Context: an optimization exercise on an open-source flow, tuned for small area, a short achievable clock period and few clock cycles. The choices shown serve that exercise and are no tape-out recipe.
In this exercise RTL edits were held to simulation tests only and were not proved equivalent to the original.
Power is estimated from default activity; no workload was simulated.

### config.mk
export PLATFORM = sky130hd
export DESIGN_NAME = owc
export DESIGN_NICKNAME = owc
export VERILOG_FILES = /design/flow/design.v
export SDC_FILE = /design/flow/constraint.sdc
export NUM_CORES = 4
export LEC_CHECK = 0
export CAP_MARGIN = 20
export CORE_MARGIN = 2
export CORE_UTILIZATION = 60
export CTS_BUF_LIST = sky130_fd_sc_hd__clkbuf_2
export PLACE_DENSITY = 0.75
export SLEW_MARGIN = 20
### constraint.sdc
create_clock -name core_clock -period 18.0 [get_ports {clk}]
set_input_delay 3.6000 -clock core_clock [delete_from_list [all_inputs] [get_ports {clk}]]
set_output_delay 3.6000 -clock core_clock [all_outputs]
set_load 0.01 [all_outputs]
### design.v
module owc #(
    parameter [7:0] FAMILY_A = 8'h10,
    parameter [7:0] FAMILY_B = 8'h28
) (
    input             clk,
    input             rst,         
    input             cmd_valid,
    input      [15:0] cmd,
    output reg        rsp_valid,
    output     [15:0] rsp,
    output            bus_req,
    output     [1:0]  bus_op,      
    output            bus_wbit,
    input             bus_ack,
    input             bus_rbit
);
    localparam [2:0] C_OK = 3'd0, C_BUSEMPTY = 3'd1, C_ADDRCRC = 3'd2,
                     C_UNSUPPORTED = 3'd3, C_SPADCRC = 3'd4, C_NOMORE = 3'd5,
                     C_NODATA = 3'd6, C_ILLEGAL = 3'd7;
    localparam [1:0] PH_IDLE = 2'd0, PH_SEARCHING = 2'd1, PH_EXHAUSTED = 2'd2;
    localparam [2:0] ST_RESET = 3'b000, ST_ID = 3'b001, ST_CMP = 3'b101,
                     ST_CMD = 3'b010, ST_DIR = 3'b110;
    localparam [2:0] AX_IDLE = 3'b000, AX_PEND_S = 3'b001, AX_PEND_D = 3'b010,
                     AX_DEC1 = 3'b011, AX_DEC3 = 3'b101,
                     AX_RDB = 3'b110;
    reg  [7:0]  crc_r;
    reg         ck, fd;
    reg  [1:0]  phase;
    reg  [6:0]  lastd;
    reg  [63:0] rom;       
    reg         romz;      
    reg  [71:0] bufr;      
    reg         ng;        
    reg  [15:0] mag;       
    reg         dv;        
    reg  [13:0] bcd_r;     
    reg         busy;
    reg  [2:0]  st;
    reg  [6:0]  k;
    reg  [6:0]  last_zero;
    reg  [63:0] work;
    reg         id_bit;
    reg  [7:0]  crc_w;     
    reg  [7:0]  cacc;      
    reg  [3:0]  cp;
    reg  [2:0]  rcode;
    reg  [7:0]  rdata;
    assign rsp      = {5'd0, rcode, rdata};
    assign bus_req  = busy;
    assign bus_op   = st[1:0];
    assign bus_wbit = st[2] ? work[63] : k[2];
    function [7:0] crc8_byte;
        input [7:0] c_in;
        input [7:0] b;
        reg   [7:0] c;
        integer n;
        begin
            c = c_in ^ b;
            for (n = 0; n < 8; n = n + 1)
                c = c[0] ? ((c >> 1) ^ 8'h8C) : (c >> 1);
            crc8_byte = c;
        end
    endfunction
    function [6:0] inc7;
        input [6:0] a;
        integer n;
        begin
            for (n = 0; n < 7; n = n + 1)
                inc7[n] = a[n] ^ ((a & ((7'd1 << n) - 7'd1)) == ((7'd1 << n) - 7'd1));
        end
    endfunction
    function lt7;
        input [6:0] a, b;
        integer n;
        reg lt, eq;
        begin
            lt = 1'b0; eq = 1'b1;
            for (n = 6; n >= 0; n = n - 1) begin
                lt = lt | (eq & !a[n] & b[n]);
                eq = eq & (a[n] == b[n]);
            end
            lt7 = lt;
        end
    endfunction
    wire [3:0] opc = cmd[15:12];
    wire [3:0] fa  = cmd[11:8];
    wire [7:0] fd8 = cmd[7:0];
    wire a0  = (fa == 4'd0);
    wire ad0 = a0 && (fd8 == 8'd0);
    wire addr_mapped = (fd8[7:6] == 2'b00) && (fd8[3] == 1'b0 || (fd8[5:4] == 2'b10 && fd8[2:0] == 3'd0));
    wire idle = !busy && (st == AX_IDLE);
    wire take = cmd_valid && idle;
    wire op_nop  = (opc == 4'h0) && ad0;
    wire op_clr  = (opc == 4'h1) && ad0;
    wire op_upd  = (opc == 4'h2) && a0;
    wire op_chka = (opc == 4'h3) && ad0;
    wire op_chks = (opc == 4'h4) && ad0;
    wire op_srst = (opc == 4'h5) && ad0;
    wire op_next = (opc == 4'h6) && ad0;
    wire op_dec  = (opc == 4'h7) && a0;
    wire op_wrb  = (opc == 4'h8) && (!fa[3] || fa[2:0] == 3'd0);
    wire op_rd   = (opc == 4'h9) && a0 && addr_mapped;
    wire legal   = op_nop | op_clr | op_upd | op_chka | op_chks | op_srst |
                   op_next | op_dec | op_wrb | op_rd;
    wire rd_buf  = (fd8[5:4] == 2'd2);
    wire fam_ok  = (fd8 == FAMILY_A) || (fd8 == FAMILY_B);
    wire exh     = (phase == PH_EXHAUSTED);
    wire       rdb     = !busy && (st == AX_RDB);
    wire [3:0] bsel    = rdb ? k[3:0] : cp;
    wire [7:0] buf_sel = bsel[3] ? bufr[71:64] : bufr[8*bsel[2:0] +: 8];
    wire       restart = take && op_wrb && !fa[3] && (fa[2:0] <= cp[2:0] || cp[3]);
    wire       sp_rdy  = cp[3];
    wire       sp_ok   = (cacc == bufr[71:64]);
    wire [11:0] whole = mag[15:4];
    wire [3:0]  fq    = mag[3:0];
    wire [127:0] FTAB = {8'h93, 8'h87, 8'h81, 8'h75, 8'h68, 8'h62, 8'h56, 8'h50,
                         8'h43, 8'h37, 8'h31, 8'h25, 8'h18, 8'h12, 8'h06, 8'h00};
    wire [7:0] fbcd = FTAB[8*fq +: 8];
    wire [127:0] FRTAB = 128'h5d57514b443e38322b251f19120c0600;
    wire [6:0] frac = FRTAB[8*fq +: 7];
    wire [3:0] w0 = bcd_r[3:0], w1 = bcd_r[7:4], w2 = bcd_r[11:8];
    wire [1:0] w3 = bcd_r[13:12];
    wire sig3 = (w3 != 2'd0);
    wire sig2 = sig3 || (w2 != 4'd0);
    wire sig1 = sig2 || (w1 != 4'd0);
    wire [1:0] nsig = {sig2, (sig1 && !sig2) || sig3};
    reg  [3:0] tlen;
    always @* begin
        case ({dv, nsig, ng})
            4'b1000: tlen = 4'd4;
            4'b1001: tlen = 4'd5;
            4'b1010: tlen = 4'd5;
            4'b1011: tlen = 4'd6;
            4'b1100: tlen = 4'd6;
            4'b1101: tlen = 4'd7;
            4'b1110: tlen = 4'd7;
            4'b1111: tlen = 4'd8;
            default: tlen = 4'd0;
        endcase
    end
    wire [7:0] sym [0:7];
    assign sym[0] = {4'h3, fbcd[3:0]};
    assign sym[1] = {4'h3, fbcd[7:4]};
    assign sym[2] = 8'h2E;
    assign sym[3] = {4'h3, w0};
    assign sym[4] = sig1 ? {4'h3, w1} : 8'h2D;
    assign sym[5] = sig2 ? {4'h3, w2} : 8'h2D;
    assign sym[6] = sig3 ? {6'b001100, w3} : 8'h2D;
    assign sym[7] = 8'h2D;
    reg  [7:0] tmask;      
    always @* begin
        case (tlen)
            4'd4: tmask = 8'h0F;
            4'd5: tmask = 8'h1F;
            4'd6: tmask = 8'h3F;
            4'd7: tmask = 8'h7F;
            4'd8: tmask = 8'hFF;
            default: tmask = 8'h00;
        endcase
    end
    reg  [31:0] rsel;
    integer pj;
    always @* begin
        for (pj = 0; pj < 8; pj = pj + 1)
            rsel[4*pj +: 4] = {!tmask[pj], tlen[2:0] - 3'd1 - pj[2:0]};
    end
    wire [2:0] tj   = fd8[2:0];
    wire [3:0] rp   = rsel[4*tj +: 4];
    wire [7:0] tch  = rp[3] ? 8'h00 : sym[rp[2:0]];
    wire [15:0] nraw = bufr[15:0];
    wire        nneg = nraw[15];
    reg  [15:0] nmag;
    integer i;
    always @* begin
        for (i = 0; i < 16; i = i + 1)
            nmag[i] = nraw[i] ^ (nneg && (i > 0) && ((nraw & ((16'd1 << i) - 16'd1)) != 16'd0));
    end
    reg [7:0] rd_data;
    always @* begin
        case (fd8[5:4])
            2'd0: case (fd8[2:0])
                3'd0: rd_data = crc_r;
                3'd1: rd_data = {5'd0, ng, fd, ck};
                3'd2: rd_data = {6'd0, phase};
                3'd3: rd_data = {1'b0, lastd};
                3'd4: rd_data = whole[7:0];
                3'd5: rd_data = {4'd0, whole[11:8]};
                3'd6: rd_data = {1'b0, frac};
                default: rd_data = {4'd0, tlen};
            endcase
            2'd1: rd_data = romz ? 8'h00 : rom[8*fd8[2:0] +: 8];
            default: rd_data = tch;
        endcase
    end
    wire disc = !id_bit && !bus_rbit;
    wire dir  = !disc ? id_bit :
                lt7(k, lastd) ? work[0] :            
                (k == lastd);
    wire step     = busy && bus_ack;
    wire ev_abort = step && ((st == ST_RESET && !bus_rbit) || (st == ST_CMP && id_bit && bus_rbit));
    wire ev_done  = step && (st == ST_DIR) && k[6];
    wire ps_fire  = !busy && (st == AX_PEND_S) && sp_rdy;
    wire pd_fire  = !busy && (st == AX_PEND_D) && sp_rdy;
    wire dec3     = !busy && (st == AX_DEC3);
    wire crcn_ok  = (crc_w == rom[63:56]);
    wire [7:0] crcn = crc8_byte(crc_r, fd8);
    wire c_next_go = op_next && !exh;
    wire c_chks_w  = op_chks && !sp_rdy;
    wire c_dec_now = op_dec && (!fam_ok || sp_rdy);         
    wire c_dec_w   = op_dec && fam_ok && !sp_rdy;
    wire c_rdb     = op_rd && rd_buf;
    wire dec_set   = (take && c_dec_now) || pd_fire;        
    wire dec_good  = (take ? fam_ok : 1'b1) && sp_ok;       
    wire c_defer   = c_next_go || c_chks_w || c_dec_w || c_rdb ||
                     (c_dec_now && fam_ok && sp_ok);
    wire rv_d = ev_abort || ev_done || ps_fire || (pd_fire && !sp_ok) || dec3 || rdb ||
                (take && !c_defer);
    wire [7:0] rdata_d =
          ({8{ev_done}}                       & work[7:0])
        | ({8{ps_fire || pd_fire}}            & cacc)
        | ({8{dec3}}                          & {4'd0, tlen})
        | ({8{rdb}}                           & buf_sel)
        | ({8{idle && op_upd}}                & crcn)
        | ({8{idle && op_chka && fd}}         & crc_w)
        | ({8{idle && (op_chks || (op_dec && fam_ok))}} & cacc)
        | ({8{idle && (op_wrb || (op_dec && !fam_ok))}} & fd8)
        | ({8{idle && op_rd}}                 & rd_data);
    wire [2:0] rcode_d =
          ({3{ev_abort}}                                   & C_BUSEMPTY)
        | ({3{(ps_fire || pd_fire) && !sp_ok}}             & C_SPADCRC)
        | ({3{idle && !legal}}                             & C_ILLEGAL)
        | ({3{idle && op_chka && !fd}}                     & C_NODATA)
        | ({3{idle && op_chka && fd && !crcn_ok}}          & C_ADDRCRC)
        | ({3{idle && op_chks && !sp_ok}}                  & C_SPADCRC)
        | ({3{idle && op_next && exh}}                     & C_NOMORE)
        | ({3{idle && op_dec && !fam_ok}}                  & C_UNSUPPORTED)
        | ({3{idle && op_dec && fam_ok && !sp_ok}}         & C_SPADCRC);
    always @(posedge clk) begin
        rdata     <= rdata_d;
        rcode     <= rcode_d;
        rsp_valid <= !rst && rv_d;
    end
    always @(posedge clk) begin
        if (rst)
            crc_r <= 8'h00;
        else if (take && (op_clr || op_upd))
            crc_r <= op_upd ? crcn : 8'h00;
    end
    always @(posedge clk) begin
        if (rst)
            ck <= 1'b0;
        else if (take && op_chka)
            ck <= fd && crcn_ok;
        else if ((take && ((op_chks && sp_rdy) || c_dec_now)) || ps_fire || pd_fire)
            ck <= (take && op_dec) ? (fam_ok && sp_ok) : sp_ok;
    end
    always @(posedge clk) begin
        if (rst) begin
            fd    <= 1'b0;
            phase <= PH_IDLE;
            lastd <= 7'd0;
        end else if (ev_abort) begin
            fd    <= 1'b0;
            phase <= PH_EXHAUSTED;
            lastd <= 7'd0;
        end else if (ev_done) begin
            fd    <= 1'b1;
            phase <= (last_zero == 7'd0) ? PH_EXHAUSTED : PH_SEARCHING;
            lastd <= last_zero;
        end else if (take && op_srst) begin
            fd    <= 1'b0;
            phase <= PH_IDLE;
            lastd <= 7'd0;
        end else if (take && op_next && exh) begin
            fd    <= 1'b0;
        end
    end
    always @(posedge clk) begin
        if (ev_done)
            rom <= work;
    end
    always @(posedge clk) begin
        if (rst)
            romz <= 1'b1;
        else if (ev_done)
            romz <= 1'b0;
    end
    wire [7:0] bwd = fd8 & {8{!rst}};
    genvar gb;
    generate
        for (gb = 0; gb < 9; gb = gb + 1) begin : g_buf
            always @(posedge clk) begin
                if (rst || (take && op_wrb && fa == gb))
                    bufr[8*gb +: 8] <= bwd;
            end
        end
    endgenerate
    always @(posedge clk) begin
        if (rst) begin
            ng  <= 1'b0;
            dv  <= 1'b0;
            mag <= 16'd0;
        end else if (dec_set) begin
            ng  <= dec_good && nneg;
            dv  <= dec_good;
            mag <= dec_good ? nmag : 16'd0;
        end
    end
    wire [5:0] wh = whole[11:6];
    wire [5:0] wl = whole[5:0];
    reg  [13:0] hb;
    always @* begin
        case (wh)
            6'd0:  hb = 14'h0000; 6'd1:  hb = 14'h0064; 6'd2:  hb = 14'h0128; 6'd3:  hb = 14'h0192;
            6'd4:  hb = 14'h0256; 6'd5:  hb = 14'h0320; 6'd6:  hb = 14'h0384; 6'd7:  hb = 14'h0448;
            6'd8:  hb = 14'h0512; 6'd9:  hb = 14'h0576; 6'd10: hb = 14'h0640; 6'd11: hb = 14'h0704;
            6'd12: hb = 14'h0768; 6'd13: hb = 14'h0832; 6'd14: hb = 14'h0896; 6'd15: hb = 14'h0960;
            6'd16: hb = 14'h1024; 6'd17: hb = 14'h1088; 6'd18: hb = 14'h1152; 6'd19: hb = 14'h1216;
            6'd20: hb = 14'h1280; 6'd21: hb = 14'h1344; 6'd22: hb = 14'h1408; 6'd23: hb = 14'h1472;
            6'd24: hb = 14'h1536; 6'd25: hb = 14'h1600; 6'd26: hb = 14'h1664; 6'd27: hb = 14'h1728;
            6'd28: hb = 14'h1792; 6'd29: hb = 14'h1856; 6'd30: hb = 14'h1920; 6'd31: hb = 14'h1984;
            default: hb = 14'h2048;
        endcase
    end
    wire [3:0] l1 = wl / 6'd10;
    wire [3:0] l0 = wl - l1 * 6'd10;
    wire [4:0] s0 = hb[3:0] + l0;
    wire       c0 = (s0 > 5'd9);
    wire [3:0] d0 = c0 ? s0[3:0] - 4'd10 : s0[3:0];
    wire [4:0] s1 = hb[7:4] + l1 + c0;
    wire       c1 = (s1 > 5'd9);
    wire [3:0] d1 = c1 ? s1[3:0] - 4'd10 : s1[3:0];
    wire [4:0] s2 = hb[11:8] + c1;
    wire       c2 = (s2 > 5'd9);
    wire [3:0] d2 = c2 ? s2[3:0] - 4'd10 : s2[3:0];
    wire [1:0] d3 = hb[13:12] + c2;
    always @(posedge clk)
        bcd_r <= {d3, d2, d1, d0};
    always @(posedge clk) begin
        if (rst) begin
            busy <= 1'b0;
            st   <= AX_IDLE;
        end else if (busy) begin
            if (ev_abort || ev_done) begin
                busy <= 1'b0;
                st   <= AX_IDLE;
            end else if (step) begin
                case (st)
                    ST_RESET: st <= ST_CMD;
                    ST_CMD:   if (k[2:0] == 3'd7) st <= ST_ID;
                    ST_ID:    st <= ST_CMP;
                    ST_CMP:   st <= ST_DIR;
                    default:  st <= ST_ID;
                endcase
            end
        end else begin
            case (st)
                AX_IDLE: if (take) begin
                    if (c_next_go) begin
                        busy <= 1'b1;
                        st   <= ST_RESET;
                    end else if (c_chks_w)
                        st <= AX_PEND_S;
                    else if (c_dec_w)
                        st <= AX_PEND_D;
                    else if (c_dec_now && fam_ok && sp_ok)
                        st <= AX_DEC1;
                    else if (c_rdb)
                        st <= AX_RDB;
                end
                AX_PEND_S: if (sp_rdy) st <= AX_IDLE;
                AX_PEND_D: if (sp_rdy) st <= sp_ok ? AX_DEC1 : AX_IDLE;
                AX_DEC1:   st <= AX_DEC3;
                default:   st <= AX_IDLE;
            endcase
        end
    end
    always @(posedge clk) begin
        if (step) begin
            case (st)
                ST_RESET: k <= 7'd0;
                ST_CMD:   k <= (k[2:0] == 3'd7) ? 7'd1 : inc7(k);
                ST_DIR:   k <= inc7(k);
                default:  ;
            endcase
        end else if (take && c_rdb) begin
            k[3:0] <= fd8[3:0];
        end
    end
    always @(posedge clk) begin
        if (step && st == ST_ID)
            id_bit <= bus_rbit;
    end
    always @(posedge clk) begin
        if (step && st == ST_CMP)
            work <= {dir, work[63:1]};
    end
    always @(posedge clk) begin
        if (step && st == ST_CMD)
            last_zero <= 7'd0;
        else if (step && st == ST_CMP && disc && !dir)
            last_zero <= k;
    end
    always @(posedge clk) begin
        if (step && st == ST_CMD)
            crc_w <= 8'h00;
        else if (step && st == ST_CMP && !(k[6] || (k[5:3] == 3'd7 && k[2:0] != 3'd0)))
            crc_w <= {1'b0, crc_w[7:1]} ^ ((crc_w[0] ^ dir) ? 8'h8C : 8'h00);
    end
    always @(posedge clk) begin
        if (rst) begin
            cacc <= 8'h00;
            cp   <= 4'd8;
        end else if (restart) begin
            cacc <= 8'h00;
            cp   <= 4'd0;
        end else if (!sp_rdy && !rdb) begin
            cacc <= crc8_byte(cacc, buf_sel);
            cp   <= {cp[3] | (&cp[2:0]), cp[2] ^ (&cp[1:0]), cp[1] ^ cp[0], !cp[0]};
        end
    end
endmodule
### run.sh
#!/bin/bash
# synth_recipe.tcl (not shown) runs the flow's synth.tcl, then flattens the netlist and writes it again
# the make line also repeats each setting of config.mk as NAME=value (left out here)
make -C /OpenROAD-flow-scripts/flow DESIGN_CONFIG=/design/flow/config.mk WORK_HOME=/design/flow/orfs CLKGATE_MAP_FILE= SYNTH_SCRIPT=/design/flow/synth_recipe.tcl finish
==> flow_summary.json, run 1 <==
{
  "outcome": "finished clean",
  "synthesis.area_um2": 16200,
  "ir_drop_mv": 0.0660,
  "synth_top_family_by_area": "compound AO/OA/AOI/OAI gates",
  "instances_no_fill": 1943,
  "powerDensity_nw_per_um2": 85.1,
  "critPathBufInv": 3,
  "ys_types": 87,
  "fillers": 2145,
  "timing.slew.headroom_pct": 29.3,
  "firstDrtPassIters": 8,
  "dp_hpwl_um": 28400,
  "finalWirelength_um": 41200,
  "cts_hold_buf": 0,
  "synth_top_area_share_pct": 38.5,
  "io-pin-count": 42,
  "drtIter0Drc": 1327,
  "setup_viol": 0,
  "startpoint_type": "flop",
  "syn_area_per_cell_um2": 10.8,
  "ys_ff_latch": 314,
  "numCtsBuffers": 79,
  "htreeDepth": 3,
  "fmax_mhz": 125,
  "p_total_mw": 1.48,
  "synthMuxAreaShare_pct": 7.26,
  "synth_cells": 1503,
  "synthTopCellsByArea": "edfxtp_1 38%, dfxtp_1 13%, mux2i_1 4.1%",
  "synth_xor_area_share_pct": 5.49,
  "grt_pass1_wl_um": 64000,
  "core_area_um2": 26700,
  "start_util_pct": 60.7,
  "yosysTopAreaCell": "edfxtp_1",
  "post_cts_resized": 0,
  "worst_pin_slew_ns": 1.06,
  "vias": 12200,
  "crit_family": "adder cells",
  "maxCapViolCount": 0,
  "gr-usage-all-layers_pct": 29.1,
  "io_buffers": 36,
  "row_count": 60,
  "overflow": 0,
  "arrival_ns": 8.87,
  "multi_input_area_um2": 7290,
  "worstSkewPairLatency_ns": 0.93,
  "path_clk_slew_ns": 0.10,
  "cp_data_required_time_ns": 18.84,
  "clock_skew_ns": 0.0967,
  "path_common_cell": "ha_1",
  "place_ws_ns": 9.96,
  "yosysWarnings": 1,
  "drc": 0,
  "timing.final.ws_setup_ns": 9.97,
  "grt_pass1_vias": 11800,
  "finalNetCount": 1611,
  "ff_latch_area_um2": 8370,
  "post_drt_wl_per_cell_um": 21.2,
  "cts-root-buf": "clkbuf_2",
  "leakage_nw": 6.42,
  "crit_type": "reg2reg",
  "async_flop_share_pct": 0,
  "die_h_um": 168,
  "critPathSlowestCell": "fa_1",
  "finalCriticalPeriod_ns": 8.03,
  "rsz0062_at_grt": "no",
  "grt_antenna_before_repair": 1,
  "viasPerCell": 6.26,
  "dp_cells": 1802,
  "synth-edff-count": 208,
  "grt_max_degree": 71,
  "gp_congestion": 0.928,
  "cts_num_sinks": 314,
  "cp-end-kind": "flop",
  "hold_class": "reg2reg",
  "antenna_left": 0,
  "seq_area_frac_synth_pct": 51.5,
  "fin_area_um2": 17400,
  "clockBufferDepth": 3,
  "slowest_delay_ns": 0.55,
  "cts_tree": "done",
  "period_share_pct": 44.6,
  "hold_viol_final": 0,
  "postCtsSetupBuffers": 0,
  "dieArea_um2": 28400,
  "setup_tns_ns": 0,
  "synth_compound_area_share_pct": 14.8,
  "crit_fanout": 5,
  "synth_fa_ha_area_share_pct": 4.07,
  "syn2layout_area_growth_pct": 7.27,
  "postPlaceCellArea_um2": 16700,
  "final_layout_size_suffix_gt1_share_pct": 12.1,
  "synthFlopType": "edfxtp_1",
  "drv_slew": 0,
  "die_w_um": 168,
  "synthSimpleGateAreaFrac_pct": 13.0
}
cell families (layout without fill, tap and decap cells):
| kind of cell | count (synthesis) | after routing |
|---|---|---|
| AO/OA/AOI/OAI | 359 | 359 |
| XOR/XNOR | 101 | 101 |
| adder cells (fa/ha/maj) | 51 | 51 |
| buffers and inverters | 145 | 238 |
| flip-flops | 314 | 314 |
| multiplexers | 93 | 93 |
| other | 1 | 7 |
| AND/OR/NAND/NOR | 439 | 439 |
cells in the mapped netlist, types with 13 or more instances:
library cell	number
a211oi_1	16
a21oi_1	80
a22oi_1	37
a31oi_1	19
and2_1	15
clkbuf_1	65
dfxtp_1	106
edfxtp_1	208
ha_1	44
inv_1	46
mux2i_1	66
mux4_2	17
nand2_1	111
nand2b_1	15
nand3_1	39
nor2_1	129
nor2b_1	28
nor3_1	28
nor4_1	13
o21ai_0	76
o21ai_1	15
o31ai_1	13
xnor2_1	69
xor2_1	31
worst register-to-register path: cells and delay by family, from the launching register on:
kind | cells | cell delay [ns]
flip-flops | 1 | 0.41
XOR/XNOR | 2 | 0.46
AND/OR/NAND/NOR | 9 | 1.17
adder cells (fa/ha/maj) | 11 | 3.43
buffers and inverters | 3 | 0.22
AO/OA/AOI/OAI | 11 | 2.33
layer usage:
layer	vias up	global-route usage [%]	routed length, um
met3	95	6.59	3240
li1	5684	-	-
met2	515	46.9	19300
met1	5878	38.6	17400
met5	-	0	0
met4	0	11.2	1260
layout make-up:
| cell class | instances | share of cell area, % |
|---|---|---|
| diodes | 2 | 0.0287 |
| clock buffers | 113 | 3.25 |
| clock inverters | 26 | 0.740 |
| inverters | 50 | 1.08 |
| multi-input cells | 1048 | 41.9 |
| flip-flops and latches | 314 | 48.0 |
| well taps | 341 | 2.45 |
| repair buffers | 49 | 2.54 |
path summary, 6_finish.rpt:
check / start / end / slack, ns / cells after the start
hold / removal: mag[4]$_SDFFE_PP0N_ / bcd_r[0]$_DFF_P_ / 0.38 / 0
setup / recovery: mag[7]$_SDFFE_PP0N_ / bcd_r[10]$_DFF_P_ / 9.97 / 36
setup reg to reg: mag[7]$_SDFFE_PP0N_ / bcd_r[10]$_DFF_P_ / 9.97 / 36
hold reg to reg: mag[4]$_SDFFE_PP0N_ / bcd_r[0]$_DFF_P_ / 0.38 / 0
cells in the final DEF, fill, tap and decap left out, types with 12 or more instances in the layout:
cell type,netlist,layout
mux2i_1,66,65
a31oi_1,19,19
clkdlybuf4s50_1,0,33
nor2_1,129,128
dfxtp_1,106,106
nand3_1,39,39
xnor2_1,69,69
o21ai_0,76,76
xor2_1,31,31
o31ai_1,13,13
mux4_2,17,17
nand2_1,111,111
a21oi_1,80,80
nand2b_1,15,15
edfxtp_1,208,208
nor4_1,13,12
nor2b_1,28,28
nor3_1,28,28
clkinv_1,2,20
a22oi_1,37,37
inv_1,46,45
a211oi_1,16,16
and2_1,15,15
ha_1,44,44
buf_4,10,13
o21ai_1,15,15
clkbuf_2,0,113
where the power goes:
part           internal (mW)  total, mW  leakage (nW)  switching [mW]
Clock                  0.173      0.471         0.527           0.298
Sequential             0.782      0.799          2.73          0.0167
Combinational         0.0778      0.213          3.17           0.136
metrics by stage:
step	utilization (%)	hold WS [ns]
floorplan	-	0.374
global placement	62.6	0.425
detailed placement	62.6	0.431
CTS	65.1	0.392
global route	65.2	0.405
finish	65.2	0.382
registers in the layout, summed over array words and instances (netlist names), 2 cells and up, named ones only:
name and cells:
crc_w 8, rom 64, rdata 8, lastd 7, k 7, st 3
mag 16, work 64, bufr 72, cacc 8, bcd_r 14, rcode 3
cp 4, last_zero 7, phase 2, crc_r 8
Testbench counts, summed over its fixed seeds: cycles 39,032.
==> run 2, diff against run 1 <==
--- a/design.v
+++ b/design.v
@@ -22,5 +22,5 @@
                      ST_CMD = 3'b010, ST_DIR = 3'b110;
     localparam [2:0] AX_IDLE = 3'b000, AX_PEND_S = 3'b001, AX_PEND_D = 3'b010,
-                     AX_DEC1 = 3'b011, AX_DEC3 = 3'b101,
+                     AX_DEC1 = 3'b011, AX_DEC2 = 3'b100, AX_DEC3 = 3'b101,
                      AX_RDB = 3'b110;
     reg  [7:0]  crc_r;
@@ -307,34 +307,22 @@
         end
     end
-    wire [5:0] wh = whole[11:6];
-    wire [5:0] wl = whole[5:0];
-    reg  [13:0] hb;
+    localparam [63:0] ADD3TAB = 64'h210fedcba9843210;    
+    wire        dstep1 = !busy && (st == AX_DEC1);
+    wire        dstep2 = !busy && (st == AX_DEC2);
+    wire [13:0] dd_in  = dstep1 ? {10'd0, whole[11:8]} : bcd_r;
+    wire [3:0]  dd_bit = dstep1 ? whole[7:4] : whole[3:0];
+    reg  [13:0] dd_out;
+    integer bi, bq;
     always @* begin
-        case (wh)
-            6'd0:  hb = 14'h0000; 6'd1:  hb = 14'h0064; 6'd2:  hb = 14'h0128; 6'd3:  hb = 14'h0192;
-            6'd4:  hb = 14'h0256; 6'd5:  hb = 14'h0320; 6'd6:  hb = 14'h0384; 6'd7:  hb = 14'h0448;
-            6'd8:  hb = 14'h0512; 6'd9:  hb = 14'h0576; 6'd10: hb = 14'h0640; 6'd11: hb = 14'h0704;
-            6'd12: hb = 14'h0768; 6'd13: hb = 14'h0832; 6'd14: hb = 14'h0896; 6'd15: hb = 14'h0960;
-            6'd16: hb = 14'h1024; 6'd17: hb = 14'h1088; 6'd18: hb = 14'h1152; 6'd19: hb = 14'h1216;
-            6'd20: hb = 14'h1280; 6'd21: hb = 14'h1344; 6'd22: hb = 14'h1408; 6'd23: hb = 14'h1472;
-            6'd24: hb = 14'h1536; 6'd25: hb = 14'h1600; 6'd26: hb = 14'h1664; 6'd27: hb = 14'h1728;
-            6'd28: hb = 14'h1792; 6'd29: hb = 14'h1856; 6'd30: hb = 14'h1920; 6'd31: hb = 14'h1984;
-            default: hb = 14'h2048;
-        endcase
+        dd_out = dd_in;
+        for (bi = 3; bi >= 0; bi = bi - 1) begin
+            for (bq = 0; bq < 3; bq = bq + 1)
+                dd_out[4*bq +: 4] = ADD3TAB[4*dd_out[4*bq +: 4] +: 4];
+            dd_out = {dd_out[12:0], dd_bit[bi]};
+        end
     end
-    wire [3:0] l1 = wl / 6'd10;
-    wire [3:0] l0 = wl - l1 * 6'd10;
-    wire [4:0] s0 = hb[3:0] + l0;
-    wire       c0 = (s0 > 5'd9);
-    wire [3:0] d0 = c0 ? s0[3:0] - 4'd10 : s0[3:0];
-    wire [4:0] s1 = hb[7:4] + l1 + c0;
-    wire       c1 = (s1 > 5'd9);
-    wire [3:0] d1 = c1 ? s1[3:0] - 4'd10 : s1[3:0];
-    wire [4:0] s2 = hb[11:8] + c1;
-    wire       c2 = (s2 > 5'd9);
-    wire [3:0] d2 = c2 ? s2[3:0] - 4'd10 : s2[3:0];
-    wire [1:0] d3 = hb[13:12] + c2;
     always @(posedge clk)
-        bcd_r <= {d3, d2, d1, d0};
+        if (dstep1 || dstep2)
+            bcd_r <= dd_out;
     always @(posedge clk) begin
         if (rst) begin
@@ -371,5 +359,6 @@
                 AX_PEND_S: if (sp_rdy) st <= AX_IDLE;
                 AX_PEND_D: if (sp_rdy) st <= sp_ok ? AX_DEC1 : AX_IDLE;
-                AX_DEC1:   st <= AX_DEC3;
+                AX_DEC1:   st <= AX_DEC2;
+                AX_DEC2:   st <= AX_DEC3;
                 default:   st <= AX_IDLE;
             endcase
--- a/config.mk
+++ b/config.mk
@@ -9,5 +9,5 @@
 export CORE_MARGIN = 2
 export CORE_UTILIZATION = 60
-export CTS_BUF_LIST = sky130_fd_sc_hd__clkbuf_2
+export CTS_BUF_LIST = sky130_fd_sc_hd__clkbuf_4
 export PLACE_DENSITY = 0.75
 export SLEW_MARGIN = 20
==> run 2 against run 1 <==
Critical path depth shrank 25. Global-route usage is 0.50 points higher. Sequential share of layout area is 2.3 points lower. Sequential power increased by 9.0%. Clock skew fell by 0.046 ns. Final cell count grew 1.7%. Synthesized cell count up 1.5%. Non-clock buffer count is 9 higher. Routed wire length up 2.3%. Critical path type is now in2reg. Highest routed layer unchanged.
==> flow_summary.json, run 2 <==
{
  "outcome": "finished clean",
  "leakage_nw": 6.59,
  "ys_ff_latch": 303,
  "dp_cells": 1842,
  "ff_latch_area_um2": 8290,
  "cp_data_required_time_ns": 18.64,
  "startpoint": "cmd[9]",
  "die_h_um": 170,
  "multi_input_area_um2": 7680,
  "final_layout_size_suffix_gt1_share_pct": 12.7,
  "drv_slew": 0,
  "rsz0062_at_grt": "no",
  "final_cell_mix": "222 x edfxtp_1, 143 x nand2_1, 141 x nor2_1",
  "postCtsSetupBuffers": 0,
  "m1WireLength_um": 18000,
  "reg2reg_from": "bcd_r[13]$_DFFE_PP_",
  "cp-end-kind": "flop",
  "layout_commonest_cell": "edfxtp_1",
  "fillers": 2044,
  "cts-root-buf": "clkbuf_4",
  "clock_skew_ns": 0.0511,
  "yosysTopAreaCell": "edfxtp_1",
  "setup_tns_ns": 0,
  "worstSkewPairLatency_ns": 0.73,
  "ir_drop_mv": 0.106,
  "crit_fanout": 8,
  "finalNetCount": 1666,
  "firstDrtPassIters": 8,
  "vias": 12400,
  "instances_no_fill": 1977,
  "grt_pass1_vias": 11700,
  "synth_cells": 1526,
  "crit_chain": "clkdlybuf4s50_1 > nor4_2 > and4_1 > nand3_1 > o21ai_0 > a21oi_1 > o211a_1 > a221oi_1 > a32oi_1 > o221ai_1 > and2_1",
  "async_flop_share_pct": 0,
  "seq_area_frac_synth_pct": 50.3,
  "finalWirelength_um": 42200,
  "gp_congestion": 0.965,
  "numCtsBuffers": 76,
  "critPathBufInv": 1,
  "hold_class": "reg2reg",
  "highest_layer": "met4",
  "synthTopCellsByCount": "222 x edfxtp_1, 143 x nand2_1, 142 x nor2_1",
  "yosysMostFrequentCell": "edfxtp_1",
  "antenna_left": 0,
  "critPathSlowestCell": "nor4_2",
  "drtIter0Drc": 1361,
  "powerDensity_nw_per_um2": 135,
  "overflow": 0,
  "start_util_pct": 61.1,
  "grt_max_degree": 78,
  "largest_reg_flops": 72,
  "synthTopCellsByArea": "edfxtp_1 40%, dfxtp_1 9.8%, ha_1 4.9%",
  "row_count": 60,
  "grt_antenna_before_repair": 1,
  "cts_tree": "done",
  "startpoint_type": "input port",
  "drc": 0,
  "period_share_pct": 36.4,
  "crit_type": "in2reg",
  "finalCriticalPeriod_ns": 6.56,
  "dp_hpwl_um": 30000,
  "syn_area_per_cell_um2": 10.8,
  "synth_top_area_share_pct": 40.5,
  "die_w_um": 170,
  "post_cts_resized": 0,
  "synthFlopType": "edfxtp_1",
  "grt_pass1_wl_um": 65300,
  "hold_viol_final": 0,
  "cts_hold_buf": 0,
  "viasPerCell": 6.28,
  "core_area_um2": 27000,
  "fmax_mhz": 153,
  "ys_types": 77,
  "maxCapViolCount": 0,
  "syn2layout_area_growth_pct": 10.0,
  "dr_wl_met3_um": 3360,
  "dieArea_um2": 28800,
  "post_drt_wl_per_cell_um": 21.3,
  "io_buffers": 36,
  "synthesis.area_um2": 16500,
  "slowest_delay_ns": 0.76,
  "gr-usage-all-layers_pct": 29.6,
  "largest-register": "bufr",
  "setup_viol": 0,
  "wl_met2_um": 19600,
  "clockBufferDepth": 3,
  "cts_num_sinks": 303,
  "io-pin-count": 42,
  "htreeDepth": 3,
  "path_clk_slew_ns": 0.07,
  "hold_start": "work[45]$_DFFE_PP_",
  "arrival_ns": 7.20,
  "yosysWarnings": 1,
  "timing.slew.headroom_pct": 22.7,
  "synth-edff-count": 222,
  "crit_family": "simple AND/OR/NAND/NOR gates",
  "largestRegisters": "bufr x72, rom x64, work x64",
  "worst_pin_slew_ns": 1.15
}
==> run 2: changes by cell type after synthesis, moves of 8 or more <==
cell      before  now
nand2_1      111  143
dfxtp_1      106   81
ha_1          44   65
o21ai_0       76   56
inv_1         46   62
o21ai_1       15    0
edfxtp_1     208  222
mux2_2         7   20
nor2_1       129  142
a221o_1       11    1
a211oi_1      16   24
mux4_2        17   25
==> run 2: power breakdown <==
part	switching, mW	internal (mW)	total, mW
combinational	0.573	0.419	0.991
sequential	0.0438	0.828	0.871
clock	0.288	0.295	0.583
total	0.904	1.54	2.45
==> run 2: layout make-up <==
type / count / share of cell area (%)
sequential: 303 / 45.7
multi-input combinational: 1077 / 42.4
clock buffer: 100 / 4.14
timing repair buffer: 58 / 2.84
tap: 341 / 2.35
inverter: 64 / 1.33
clock inverter: 33 / 1.23
antenna: 1 / 0.0138
==> run 2: per-layer routing <==
layer  global-route usage (%)  vias to the layer above
li1                         -                     5767
met1                     40.7                     5965
met2                     46.3                      578
met3                     6.62                      104
met4                     10.9                        0
met5                        0                        -
==> run 2: logic make-up after synthesis <==
kind of cell             after synthesis  synth area share [%]
adder cells (fa/ha/maj)               71                  5.34
buffers and inverters                150                  3.71
other                                  1                0.0228
XOR/XNOR                             105                  5.67
flip-flops                           303                  50.3
multiplexers                         109                  8.69
AO/OA/AOI/OAI                        318                  12.8
AND/OR/NAND/NOR                      469                  13.4
==> run 2: path summary, 6_finish.rpt <==
path                        end  slack (ns)  cells past startpoint
max          st[1]$_SDFFE_PP0P_       11.44                     11
min           rom[45]$_DFFE_PP_        0.44                      0
max reg2reg    rdata[3]$_DFF_P_       13.11                     15
min reg2reg   rom[45]$_DFFE_PP_        0.44                      0
==> run 2: through the flow <==
stage	setup WS [ns]	area [um^2]	utilization, %	hold slack, ns	power (mW)
after floorplan	11.01	16500	-	0.421	1.66
after global placement	10.62	17100	63.5	0.424	1.83
after detailed placement	10.51	17100	63.5	0.431	1.87
after CTS	11.25	18100	67.1	0.437	2.46
after global routing	11.17	18100	67.3	0.448	2.62
final	11.44	18100	67.3	0.444	2.45
Testbench counts of run 2, summed over its fixed seeds: cycles 39,161.
==> run 3, diff against run 2 <==
==> flow/run.sh (new file) <==
#!/bin/bash
set -euo pipefail
bash standard.sh \
    SETUP_SLACK_MARGIN=13 \
    "BUFFER_PORTS_ARGS=-buffer_cell sky130_fd_sc_hd__buf_2" \
    finish > flow_make.log 2>&1
==> standard.sh (new file) <==
#!/bin/bash
# synth_recipe.tcl (not shown) runs the flow's synth.tcl, then flattens the netlist and writes it again
# the make line also repeats each setting of config.mk as NAME=value (left out here)
make -C /OpenROAD-flow-scripts/flow DESIGN_CONFIG=/design/flow/config.mk WORK_HOME=/design/flow/orfs CLKGATE_MAP_FILE= SYNTH_SCRIPT=/design/flow/synth_recipe.tcl "${@:-finish}"
removed: run.sh
==> run 3 against run 2 <==
Clock skew rose by 0.019 ns. Sequential power barely moved. Utilization rose by 4.6 points. Maximum frequency rose by 26%. Critical path depth rose by 2. Combinational power rose by about 10%. Clock-buffer cell count rose by 11. Largest cell class unchanged. Largest power group unchanged. Highest routed layer unchanged.
==> flow_summary.json, run 3 <==
{
  "crit_fanout": 4,
  "gp_congestion": 0.972,
  "clockBufferDepth": 3,
  "gr-usage-all-layers_pct": 30.7,
  "p_clk_share_pct": 23.0,
  "finalWirelength_um": 44900,
  "ys_types": 77,
  "maxCapViolCount": 0,
  "switching_power_mw": 0.968,
  "yosysMostFrequentCell": "edfxtp_1",
  "io-pin-count": 42,
  "cts_num_sinks": 303,
  "largest-register": "bufr",
  "post_drt_wl_per_cell_um": 21.8,
  "synth_top_area_share_pct": 40.5,
  "drtIter0Drc": 1409,
  "layout_commonest_cell": "edfxtp_1",
  "startpoint": "cmd[11]",
  "dp_hpwl_um": 30100,
  "arrival_ns": 5.79,
  "row_count": 60,
  "hold_class": "reg2reg",
  "hold_start": "work[36]$_DFFE_PP_",
  "p_sw_share_pct": 38.0,
  "start_util_pct": 61.1,
  "drv_slew": 0,
  "overflow": 0,
  "synth_cells": 1526,
  "rsz0062_at_grt": "yes",
  "final_cell_mix": "222 x edfxtp_1, 139 x nand2_1, 135 x nor2_1",
  "synthTopCellsByArea": "edfxtp_1 40%, dfxtp_1 9.8%, ha_1 4.9%",
  "finalNetCount": 1734,
  "timing.slew.headroom_pct": 27.8,
  "cts_hold_buf": 0,
  "drc": 0,
  "die_h_um": 170,
  "fin_area_um2": 19400,
  "setup_viol": 0,
  "cp_data_required_time_ns": 18.60,
  "cts-root-buf": "clkbuf_4",
  "dieArea_um2": 28800,
  "outcome": "finished clean",
  "numCtsBuffers": 78,
  "syn2layout_area_growth_pct": 17.6,
  "startpoint_type": "input port",
  "period_share_pct": 28.9,
  "yosysWarnings": 1,
  "yosysTopAreaCell": "edfxtp_1",
  "p_total_mw": 2.54,
  "ir_drop_mv": 0.116,
  "leakage_nw": 7.25,
  "cts_tree": "done",
  "fin_util_pct": 71.9,
  "powerDensity_nw_per_um2": 131,
  "ys_ff_latch": 303,
  "place_ws_ns": 11.23,
  "viasPerCell": 6.28,
  "io_buffers": 36,
  "core_area_um2": 27000,
  "vias": 12900,
  "hold_viol_final": 0,
  "largestRegisters": "bufr x72, rom x64, work x64",
  "cp-end-kind": "flop",
  "clock_skew_ns": 0.0700,
  "postPlaceCellArea_um2": 17200,
  "synth-edff-count": 222,
  "htreeDepth": 3,
  "worstSkewPairLatency_ns": 0.72,
  "async_flop_share_pct": 0,
  "setup_tns_ns": 0,
  "syn_area_per_cell_um2": 10.8,
  "grt_pass1_vias": 12100,
  "finalCriticalPeriod_ns": 5.20,
  "largest_reg_flops": 72,
  "path_clk_slew_ns": 0.07,
  "final_layout_size_suffix_gt1_share_pct": 22.8,
  "grt_max_degree": 83,
  "worst_pin_slew_ns": 1.08,
  "fmax_mhz": 192,
  "fillers": 1899,
  "firstDrtPassIters": 6,
  "p_seq_share_pct": 34.3,
  "timing.final.ws_setup_ns": 12.80,
  "reg2reg_from": "bcd_r[6]$_DFFE_PP_",
  "synthTopCellsByCount": "222 x edfxtp_1, 143 x nand2_1, 142 x nor2_1",
  "cellInternalPower_mw": 1.58,
  "grt_pass1_wl_um": 68100,
  "seq_area_frac_synth_pct": 50.3,
  "crit_type": "in2reg",
  "synthFlopType": "edfxtp_1",
  "comb_power_share_pct": 42.7,
  "grt_antenna_before_repair": 1,
  "antenna_left": 0,
  "die_w_um": 170,
  "synthesis.area_um2": 16500
}
-- run 3: cell types whose count changed in the layout (fill, tap and decap cells not counted), moves of 9 or more --
cell,before,now
buf_2,2,29
buf_4,22,61
buf_6,0,14
clkbuf_4,100,114
clkdlybuf4s50_1,34,0
o21ai_0,56,43
o21ai_1,0,9
xnor2_1,73,64
-- run 3: metrics by stage --
step	hold WS, ns	cells
after CTS	0.407	2011
after global routing	0.423	2056
final	0.389	2056
after floorplan	0.421	1530
after detailed placement	0.429	1837
after global placement	0.422	1837
-- run 3: worst paths after layout --
kind,to,slack (ns),depth (start not counted)
max,st[0]$_SDFFE_PP0P_,12.80,13
max reg2reg,rdata[3]$_DFF_P_,13.20,16
min reg2reg,work[35]$_DFFE_PP_,0.39,0
min,work[35]$_DFFE_PP_,0.39,0
-- run 3: worst max-delay path, cell delays in order --
cell	delay (ns)
buf_8	0.10
nor4_4	0.25
buf_4	0.18
nand4_1	0.11
buf_6	0.14
buf_6	0.12
o31ai_4	0.24
a21oi_2	0.10
o211a_1	0.19
a221oi_4	0.29
buf_4	0.18
o21ai_2	0.05
o221a_2	0.24
-- run 3: cell families after synthesis --
group                    count (synthesis)  synth area share [%]
AND/OR/NAND/NOR                        469                  13.4
AO/OA/AOI/OAI                          318                  12.8
flip-flops                             303                  50.3
buffers and inverters                  150                  3.71
multiplexers                           109                  8.69
XOR/XNOR                               105                  5.67
adder cells (fa/ha/maj)                 71                  5.34
other                                    1                0.0228
-- run 3: layout make-up --
cell class / count / area [um^2] / share of cell area (%)
sequential: 303 / 8300 / 42.8
antenna: 1 / 2.50 / 0.0129
tap: 341 / 427 / 2.20
inverter: 64 / 246 / 1.27
timing repair buffer: 124 / 1180 / 6.07
clock inverter: 35 / 169 / 0.872
multi-input combinational: 1077 / 8220 / 42.4
clock buffer: 111 / 833 / 4.30
-- run 3: per-layer routing --
| layer | up-vias | wire length, um | GRT usage [%] |
|---|---|---|---|
| met1 | 6184 | 18700 | 43.0 |
| met5 | - | 0 | 0 |
| li1 | 5934 | - | - |
| met2 | 680 | 20900 | 48.6 |
| met3 | 118 | 3990 | 6.30 |
| met4 | 0 | 1320 | 9.40 |
-- run 3: repair_timing --
action / CTS / global route
pin swaps: 8 / 24
buffers inserted: 25 / 40
endpoints found under the setup margin: 98 / 36
resized for setup: 49 / 55
endpoints found under the hold margin: 0 / 0
cloned: 3 / 4
-- run 3: power groups by stage --
stage               logic, mW  clock network [mW]  registers, mW
floorplan               0.813                   0          0.863
global placement        0.962                   0          0.887
detailed placement       1.01                   0          0.888
CTS                      1.05               0.597          0.873
global route             1.22               0.633          0.879
finish                   1.09               0.586          0.872
==> run 4, diff against run 3 <==
--- a/design.v
+++ b/design.v
@@ -22,5 +22,5 @@
                      ST_CMD = 3'b010, ST_DIR = 3'b110;
     localparam [2:0] AX_IDLE = 3'b000, AX_PEND_S = 3'b001, AX_PEND_D = 3'b010,
-                     AX_DEC1 = 3'b011, AX_DEC2 = 3'b100, AX_DEC3 = 3'b101,
+                     AX_DEC3 = 3'b101,
                      AX_RDB = 3'b110;
     reg  [7:0]  crc_r;
@@ -34,5 +34,5 @@
     reg  [15:0] mag;       
     reg         dv;        
-    reg  [13:0] bcd_r;     
+    wire [13:0] bcd_r;     
     reg         busy;
     reg  [2:0]  st;
@@ -181,10 +181,10 @@
             2'd0: case (fd8[2:0])
                 3'd0: rd_data = crc_r;
-                3'd1: rd_data = {5'd0, ng, fd, ck};
+                3'd1: rd_data = {5'd0, ng && dv, fd, ck};
                 3'd2: rd_data = {6'd0, phase};
                 3'd3: rd_data = {1'b0, lastd};
-                3'd4: rd_data = whole[7:0];
-                3'd5: rd_data = {4'd0, whole[11:8]};
-                3'd6: rd_data = {1'b0, frac};
+                3'd4: rd_data = dv ? whole[7:0] : 8'h00;
+                3'd5: rd_data = {4'd0, dv ? whole[11:8] : 4'h0};
+                3'd6: rd_data = {1'b0, dv ? frac : 7'h00};
                 default: rd_data = {4'd0, tlen};
             endcase
@@ -297,32 +297,36 @@
     endgenerate
     always @(posedge clk) begin
-        if (rst) begin
-            ng  <= 1'b0;
-            dv  <= 1'b0;
-            mag <= 16'd0;
-        end else if (dec_set) begin
-            ng  <= dec_good && nneg;
-            dv  <= dec_good;
-            mag <= dec_good ? nmag : 16'd0;
+        if (take && op_dec) begin
+            ng  <= nneg;
+            mag <= nmag;
         end
     end
-    localparam [63:0] ADD3TAB = 64'h210fedcba9843210;    
-    wire        dstep1 = !busy && (st == AX_DEC1);
-    wire        dstep2 = !busy && (st == AX_DEC2);
-    wire [13:0] dd_in  = dstep1 ? {10'd0, whole[11:8]} : bcd_r;
-    wire [3:0]  dd_bit = dstep1 ? whole[7:4] : whole[3:0];
+    always @(posedge clk) begin
+        if (rst)
+            dv <= 1'b0;
+        else if (dec_set)
+            dv <= dec_good;
+    end
     reg  [13:0] dd_out;
+    reg  [3:0]  dg;
+    reg         cy, ge5;
     integer bi, bq;
     always @* begin
-        dd_out = dd_in;
-        for (bi = 3; bi >= 0; bi = bi - 1) begin
-            for (bq = 0; bq < 3; bq = bq + 1)
-                dd_out[4*bq +: 4] = ADD3TAB[4*dd_out[4*bq +: 4] +: 4];
-            dd_out = {dd_out[12:0], dd_bit[bi]};
+        dd_out = {10'd0, whole[11:8]};
+        for (bi = 7; bi >= 0; bi = bi - 1) begin
+            cy = whole[bi];
+            for (bq = 0; bq < 3; bq = bq + 1) begin
+                dg  = dd_out[4*bq +: 4];
+                ge5 = dg[3] | (dg[2] & (dg[1] | dg[0]));
+                dd_out[4*bq +: 4] = {(dg[2] & !dg[1] & !dg[0]) | (dg[3] & dg[0]),
+                                     (!dg[2] & dg[1]) | (dg[2] & dg[1] & dg[0]) | (dg[3] & !dg[0]),
+                                     (!dg[3] & !dg[2] & dg[0]) | (dg[2] & dg[1] & !dg[0]) | (dg[3] & !dg[0]),
+                                     cy};
+                cy = ge5;
+            end
+            dd_out[13:12] = {dd_out[12], cy};
         end
     end
-    always @(posedge clk)
-        if (dstep1 || dstep2)
-            bcd_r <= dd_out;
+    assign bcd_r = dd_out;
     always @(posedge clk) begin
         if (rst) begin
@@ -353,12 +357,10 @@
                         st <= AX_PEND_D;
                     else if (c_dec_now && fam_ok && sp_ok)
-                        st <= AX_DEC1;
+                        st <= AX_DEC3;
                     else if (c_rdb)
                         st <= AX_RDB;
                 end
                 AX_PEND_S: if (sp_rdy) st <= AX_IDLE;
-                AX_PEND_D: if (sp_rdy) st <= sp_ok ? AX_DEC1 : AX_IDLE;
-                AX_DEC1:   st <= AX_DEC2;
-                AX_DEC2:   st <= AX_DEC3;
+                AX_PEND_D: if (sp_rdy) st <= sp_ok ? AX_DEC3 : AX_IDLE;
                 default:   st <= AX_IDLE;
             endcase
--- a/config.mk
+++ b/config.mk
@@ -6,8 +6,12 @@
 export NUM_CORES = 4
 export LEC_CHECK = 0
+export ABC_AREA = 1
 export CAP_MARGIN = 20
 export CORE_MARGIN = 2
 export CORE_UTILIZATION = 60
-export CTS_BUF_LIST = sky130_fd_sc_hd__clkbuf_4
+export CTS_BUF_LIST = sky130_fd_sc_hd__clkbuf_8
+export CTS_CLUSTER_DIAMETER = 70
+export CTS_CLUSTER_SIZE = 20
 export PLACE_DENSITY = 0.75
 export SLEW_MARGIN = 20
+export TNS_END_PERCENT = 0
==> run 4 against run 3 <==
Via count fell by 2.6%. Final area fell by 11%. Combinational power fell by 71%. Synthesized cell count rose by 9.8%. Highest routed layer is now met5. Sequential cell count fell by 14.
==> flow_summary.json, run 4 <==
{
  "yosysMostFrequentCell": "nand2_1",
  "diodes": 0,
  "fmax_mhz": 186,
  "yosysWarnings": 1,
  "firstDrtPassIters": 6,
  "ir_drop_mv": 0.0976,
  "dieArea_um2": 26400,
  "die_w_um": 162,
  "startpoint_type": "flop",
  "crit_fanout": 7,
  "vias": 12600,
  "synth_cells": 1676,
  "largest-register": "bufr",
  "outcome": "finished clean",
  "crit_type": "reg2reg",
  "finalNetCount": 1811,
  "timing.slew.headroom_pct": 34.4,
  "synthTopCellsByCount": "333 x nand2_1, 225 x edfxtp_1, 189 x inv_1",
  "syn2layout_area_growth_pct": 15.0,
  "post_drt_wl_per_cell_um": 19.8,
  "io_buffers": 36,
  "row_count": 57,
  "cts_hold_buf": 0,
  "numCtsBuffers": 19,
  "final_cell_mix": "296 x nand2_1, 225 x edfxtp_1, 181 x inv_1",
  "cts_tree": "done",
  "grt_pass1_wl_um": 63000,
  "finalWirelength_um": 41700,
  "clock_skew_ns": 0.0208,
  "final_layout_size_suffix_gt1_share_pct": 20.2,
  "path_common_cell": "nand2_1",
  "hold_class": "reg2reg",
  "ys_ff_latch": 289,
  "yosysTopAreaCell": "edfxtp_1",
  "largest_reg_flops": 72,
  "period_share_pct": 29.8,
  "drtIter0Drc": 1429,
  "instances_no_fill": 2102,
  "maxCapViolCount": 0,
  "rsz0062_at_grt": "yes",
  "leakage_nw": 6.71,
  "start_util_pct": 61.6,
  "fin_util_pct": 70.9,
  "synthesis.area_um2": 15100,
  "htreeDepth": 1,
  "gp_congestion": 0.965,
  "synth_top_area_share_pct": 44.9,
  "syn_area_per_cell_um2": 8.99,
  "clockBufferDepth": 3,
  "cp-end-kind": "flop",
  "viasPerCell": 5.99,
  "p_total_mw": 1.41,
  "hold_viol_final": 0,
  "path_clk_slew_ns": 0.12,
  "ys_types": 61,
  "gr-usage-all-layers_pct": 30.9,
  "grt_pass1_vias": 11700,
  "slowest_delay_ns": 0.50,
  "dp_hpwl_um": 29300,
  "cts-root-buf": "clkbuf_8",
  "overflow": 0,
  "worst_pin_slew_ns": 0.977,
  "setup_viol": 0,
  "cts_num_sinks": 289,
  "synthTopCellsByArea": "edfxtp_1 45%, dfxtp_1 8.5%, nand2_1 8.3%",
  "layout_commonest_cell": "nand2_1",
  "grt_max_degree": 67,
  "synth-edff-count": 225,
  "arrival_ns": 5.88,
  "drc": 0,
  "critPathSlowestCell": "edfxtp_1",
  "seq_area_frac_synth_pct": 53.4,
  "drv_slew": 0,
  "fin_area_um2": 17300,
  "core_area_um2": 24500,
  "largestRegisters": "bufr x72, rom x64, work x64",
  "io-pin-count": 42,
  "dp_cells": 2009,
  "antenna_left": 0,
  "cp_data_required_time_ns": 18.50,
  "finalCriticalPeriod_ns": 5.37,
  "powerDensity_nw_per_um2": 81.1,
  "synthFlopType": "edfxtp_1",
  "grt_antenna_before_repair": 1,
  "worstSkewPairLatency_ns": 0.55,
  "postPlaceCellArea_um2": 15600,
  "die_h_um": 162,
  "setup_tns_ns": 0,
  "async_flop_share_pct": 0
}
==> run 4: repair_timing <==
item	CTS	global route
gates cloned	1	0
pin swaps	61	49
setup buffers	46	13
setup endpoints to repair	121	133
resized for setup	153	68
==> run 4: metal layers <==
layer / part of all wire, % / wire length [um] / global-route usage (%)
met5: 0.031 / 13 / 0
met1: 42 / 17600 / 44.7
met2: 46 / 19000 / 48.7
met4: 3.4 / 1440 / 9.90
met3: 8.7 / 3650 / 4.23
==> run 4: metrics by stage <==
stage          hold slack, ns  worst slack (ns)
6_report                0.452             12.63
5_1_grt                 0.454             12.31
4_1_cts                 0.456             12.86
3_5_place_dp            0.431             11.54
3_3_place_gp            0.425             11.60
2_1_floorplan           0.421             12.28
==> run 4: logic make-up after synthesis <==
logic type | share of synthesized area [%]
flops | 53.4
fa+ha+maj | 1.99
buf+inv | 6.50
simple gates | 21.4
compound gates | 12.8
other cells | 0.0249
xor+xnor | 3.90
==> run 4: final timing paths <==
| kind | start | end | slack [ns] | depth (start not counted) |
|---|---|---|---|---|
| worst max-delay path | mag[12]$_DFFE_PP_ | rdata[2]$_DFF_P_ | 12.63 | 39 |
| worst min-delay path | work[9]$_DFFE_PP_ | work[8]$_DFFE_PP_ | 0.45 | 0 |
| worst max register to register | mag[12]$_DFFE_PP_ | rdata[2]$_DFF_P_ | 12.63 | 39 |
| worst min register to register | work[9]$_DFFE_PP_ | work[8]$_DFFE_PP_ | 0.45 | 0 |
==> run 4: critical path: cells and delay by family (launching register included) <==
kind | cells | cell delay (ns)
adder cells (fa/ha/maj) | 2 | 0.54
XOR/XNOR | 1 | 0.20
AND/OR/NAND/NOR | 23 | 2.24
buffers and inverters | 8 | 0.92
AO/OA/AOI/OAI | 5 | 0.92
flip-flops | 1 | 0.50
==> run 4: report_power, final <==
group	switching [mW]	internal, mW	leakage, nW	total (mW)
clock network	0.205	0.132	0.229	0.336
registers	0.0190	0.740	2.50	0.759
logic	0.202	0.109	3.98	0.311
==> run 4: area by class of cell <==
class | count | area (um^2)
sequential | 289 | 8040
fill | 1839 | 7130
multi-input combinational | 1140 | 6880
timing repair buffer | 108 | 823
inverter | 208 | 798
tap | 324 | 405
clock buffer | 19 | 262
clock inverter | 14 | 121
Testbench counts of run 4, summed over its fixed seeds: cycles 38,903.
==> run 5, diff against run 4 <==
--- a/design.v
+++ b/design.v
@@ -121,7 +121,7 @@
     wire [3:0] w0 = bcd_r[3:0], w1 = bcd_r[7:4], w2 = bcd_r[11:8];
     wire [1:0] w3 = bcd_r[13:12];
-    wire sig3 = (w3 != 2'd0);
-    wire sig2 = sig3 || (w2 != 4'd0);
-    wire sig1 = sig2 || (w1 != 4'd0);
+    wire sig3 = (whole[11:10] != 2'd0) || (&whole[9:5] && (whole[4] || whole[3]));
+    wire sig2 = (whole[11:7] != 5'd0) || (whole[6] && whole[5] && (whole[4] || whole[3] || whole[2]));
+    wire sig1 = (whole[11:4] != 8'd0) || (whole[3] && (whole[2] || whole[1]));
     wire [1:0] nsig = {sig2, (sig1 && !sig2) || sig3};
     reg  [3:0] tlen;
--- a/config.mk
+++ b/config.mk
@@ -11,6 +11,6 @@
 export CORE_UTILIZATION = 60
 export CTS_BUF_LIST = sky130_fd_sc_hd__clkbuf_8
-export CTS_CLUSTER_DIAMETER = 70
-export CTS_CLUSTER_SIZE = 20
+export CTS_CLUSTER_DIAMETER = 50
+export CTS_CLUSTER_SIZE = 14
 export PLACE_DENSITY = 0.75
 export SLEW_MARGIN = 20
==> run 5 against run 4 <==
Setup slack better by 0.22 ns. Routed wire length up 0.16%. Final cell count is 1.5% lower. Critical path depth fell by 25. Sequential power barely moved. Register-to-register slack gained 0.49 ns. Power up 8.1%. Combinational power decreased by 1%. First-iteration DRC count is 6.4% higher. Clock-buffer cell count up 13. Largest cell class unchanged.
==> flow_summary.json, run 5 <==
{
  "outcome": "finished clean",
  "rsz0062_at_grt": "yes",
  "ys_types": 55,
  "crit_family": "simple AND/OR/NAND/NOR gates",
  "ff_latch_area_um2": 8040,
  "io-pin-count": 42,
  "cp-end-kind": "flop",
  "hold_class": "reg2reg",
  "synthFlopType": "edfxtp_1",
  "instances_no_fill": 2070,
  "synth-edff-count": 225,
  "grt_max_degree": 43,
  "largestRegisters": "bufr x72, rom x64, work x64",
  "critPathSlowestCell": "o21ai_1",
  "row_count": 58,
  "largest_reg_flops": 72,
  "ys_ff_latch": 289,
  "dp_cells": 1980,
  "numCtsBuffers": 31,
  "cp.depth": 14,
  "seq_area_frac_synth_pct": 53.2,
  "startpoint_type": "input port",
  "die_w_um": 163,
  "path_common_cell": "inv_2",
  "cts_tree": "done",
  "ir_drop_mv": 0.108,
  "overflow": 0,
  "syn_area_per_cell_um2": 9.20,
  "drtIter0Drc": 1520,
  "grt_pass1_vias": 11600,
  "final_cell_mix": "325 x nand2_1, 225 x edfxtp_1, 179 x inv_1",
  "timing.slew.headroom_pct": 42.0,
  "post_drt_wl_per_cell_um": 20.2,
  "hold_viol_final": 0,
  "worstSkewPairLatency_ns": 0.61,
  "synthesis.area_um2": 15100,
  "finalWirelength_um": 41800,
  "synth_top_family_by_area": "simple AND/OR/NAND/NOR gates",
  "synth_cells": 1642,
  "synth_top_area_share_pct": 44.7,
  "fillers": 1987,
  "core_area_um2": 25000,
  "leakage_nw": 6.58,
  "synth_fa_ha_area_share_pct": 1.99,
  "cts-root-buf": "clkbuf_8",
  "synth_xor_area_share_pct": 4.30,
  "maxCapViolCount": 0,
  "final_layout_size_suffix_gt1_share_pct": 16.7,
  "gp_congestion": 0.975,
  "drv_slew": 0,
  "grt_pass1_wl_um": 63900,
  "clockBufferDepth": 3,
  "synthSimpleGateAreaFrac_pct": 20.4,
  "synth_compound_area_share_pct": 13.6,
  "gr-usage-all-layers_pct": 31.6,
  "cts_num_sinks": 289,
  "synthMuxAreaShare_pct": 0,
  "crit_type": "in2reg",
  "slowest_delay_ns": 0.34,
  "yosysTopAreaCell": "edfxtp_1",
  "largest-register": "bufr",
  "min_delay_path_depth": 0,
  "syn2layout_area_growth_pct": 12.7,
  "antenna_left": 0,
  "viasPerCell": 5.99,
  "setup_tns_ns": 0,
  "setup_viol": 0,
  "firstDrtPassIters": 6,
  "dp_hpwl_um": 30100,
  "path_clk_slew_ns": 0.09,
  "io_buffers": 36,
  "layout_commonest_cell": "nand2_1",
  "synthTopCellsByArea": "edfxtp_1 45%, dfxtp_1 8.5%, nand2_1 8.2%",
  "worst_pin_slew_ns": 0.867,
  "finalCriticalPeriod_ns": 5.16,
  "start_util_pct": 60.5,
  "grt_antenna_before_repair": 0,
  "crit_fanout": 8,
  "die_h_um": 163,
  "arrival_ns": 5.60,
  "yosysWarnings": 1,
  "vias": 12400,
  "yosysMostFrequentCell": "nand2_1",
  "cts_hold_buf": 0,
  "htreeDepth": 1,
  "period_share_pct": 28.6,
  "cp_data_required_time_ns": 18.45,
  "multi_input_area_um2": 6540,
  "clock_skew_ns": 0.0433,
  "diodes": 0,
  "crit_chain": "buf_12 > nor2_4 > inv_2 > nor2_4 > inv_2 > nor2_4 > inv_2 > nor3_4 > inv_2 > buf_4 > nor4_1 > o21ai_1 > nand2_1 > a21oi_1",
  "fmax_mhz": 194,
  "dieArea_um2": 26500,
  "drc": 0,
  "reg2regPathDepth": 22,
  "critPathBufInv": 6,
  "async_flop_share_pct": 0,
  "synthTopCellsByCount": "330 x nand2_1, 225 x edfxtp_1, 180 x inv_1",
  "finalNetCount": 1761,
  "powerDensity_nw_per_um2": 89.2
}
## run 5: cell types whose count changed in the layout (fill, tap and decap cells not counted), moves of 13 or more
cell,delta
nand3_1,+31
nand2_1,+29
buf_4,-28
nor2_1,-24
nand2_4,-19
o22ai_1,+18
o21ai_0,-15
clkbuf_8,+13
xnor2_1,-13
## run 5: worst paths after layout
check / from / to / slack [ns]
max: cmd[1] / crc_r[2]$_SDFFE_PP0P_ / 12.84
min: work[34]$_DFFE_PP_ / rom[34]$_DFFE_PP_ / 0.45
max reg2reg: mag[14]$_DFFE_PP_ / rdata[4]$_DFF_P_ / 13.12
min reg2reg: work[34]$_DFFE_PP_ / rom[34]$_DFFE_PP_ / 0.45
## run 5: report_power, final
group          switching [mW]  total (mW)  internal (mW)  leakage [nW]
combinational           0.209       0.307         0.0974          3.72
sequential             0.0207       0.761          0.740          2.50
clock                   0.249       0.452          0.204         0.361
total                   0.479        1.52           1.04          6.58
## run 5: area by class of cell
class	count	area share [%]
clock buffers	32	2.58
clock inverters	25	1.29
inverters	201	4.51
multi-input cells	1114	38.4
flip-flops and latches	289	47.2
well taps	330	2.42
repair buffers	79	3.63
## run 5: cells by family after synthesis
logic type      Yosys count
compound gates          318
other cells               1
fa+ha+maj                24
buf+inv                 244
xor+xnor                 66
simple gates            700
flops                   289
## run 5: layer usage
metal / routed length (um) / global-route usage [%] / up-vias
met2: 18900 / 49.1 / 582
met1: 17900 / 46.3 / 5865
met4: 1370 / 10.3 / 0
met3: 3550 / 4.41 / 94
li1: - / - / 5858
met5: 0 / 0 / -
## run 5: stage by stage
step	total power, mW	util (%)	cell area [um^2]	hold WS, ns	setup slack [ns]
after floorplan	0.970	-	15200	0.421	12.29
after global placement	1.04	62.7	15700	0.424	11.50
after detailed placement	1.04	62.7	15700	0.429	11.36
after CTS	1.51	67.6	16900	0.447	12.96
after global routing	1.58	68.3	17000	0.445	12.76
final	1.52	68.3	17000	0.449	12.84
## run 5: what timing repair did
action | in CTS | in global routing
setup buffers | 23 | 7
pin swaps | 17 | 14
gates cloned | 3 | 0
resized for setup | 72 | 29
endpoints found under the setup margin | 89 | 117
Testbench counts of run 5, summed over its fixed seeds: cycles 38,903.

afterwards: timing with drivers on the ports:
How much do the figures lean on ideal ports? The routed layouts below were timed once more, with nothing changed but the port constraints.
Step 1, drivers: a clkbuf_16 drives clk and a buf_2 each remaining input, both assumed.
Step 2 adds t to the input delays and takes it off the output delays; t is the mean of the earliest and latest rising clock arrival at the registers after step 1. Input paths then give back, and output paths get back, about the clock's delay inside the block.
Three values: ideal ports, drivers, drivers and shift; two values: the first two.
run	t, ns	setup WS [ns]	worst setup path at the end
run 1	0.924	9.971 / 9.971 / 9.971	register to register
run 2	0.750	11.445 / 11.469 / 10.720	input to register
run 3	0.732	12.805 / 12.811 / 12.078	input to register
run 4	0.591	12.628 / 12.628 / 12.133	input to register
run 5	0.639	12.843 / 12.841 / 12.201	input to register
After both steps setup and hold are still met in every run listed. For run 3, which loses most, drivers alone change the setup slack by +0.006 ns; drivers and shift together by -0.727 ns.
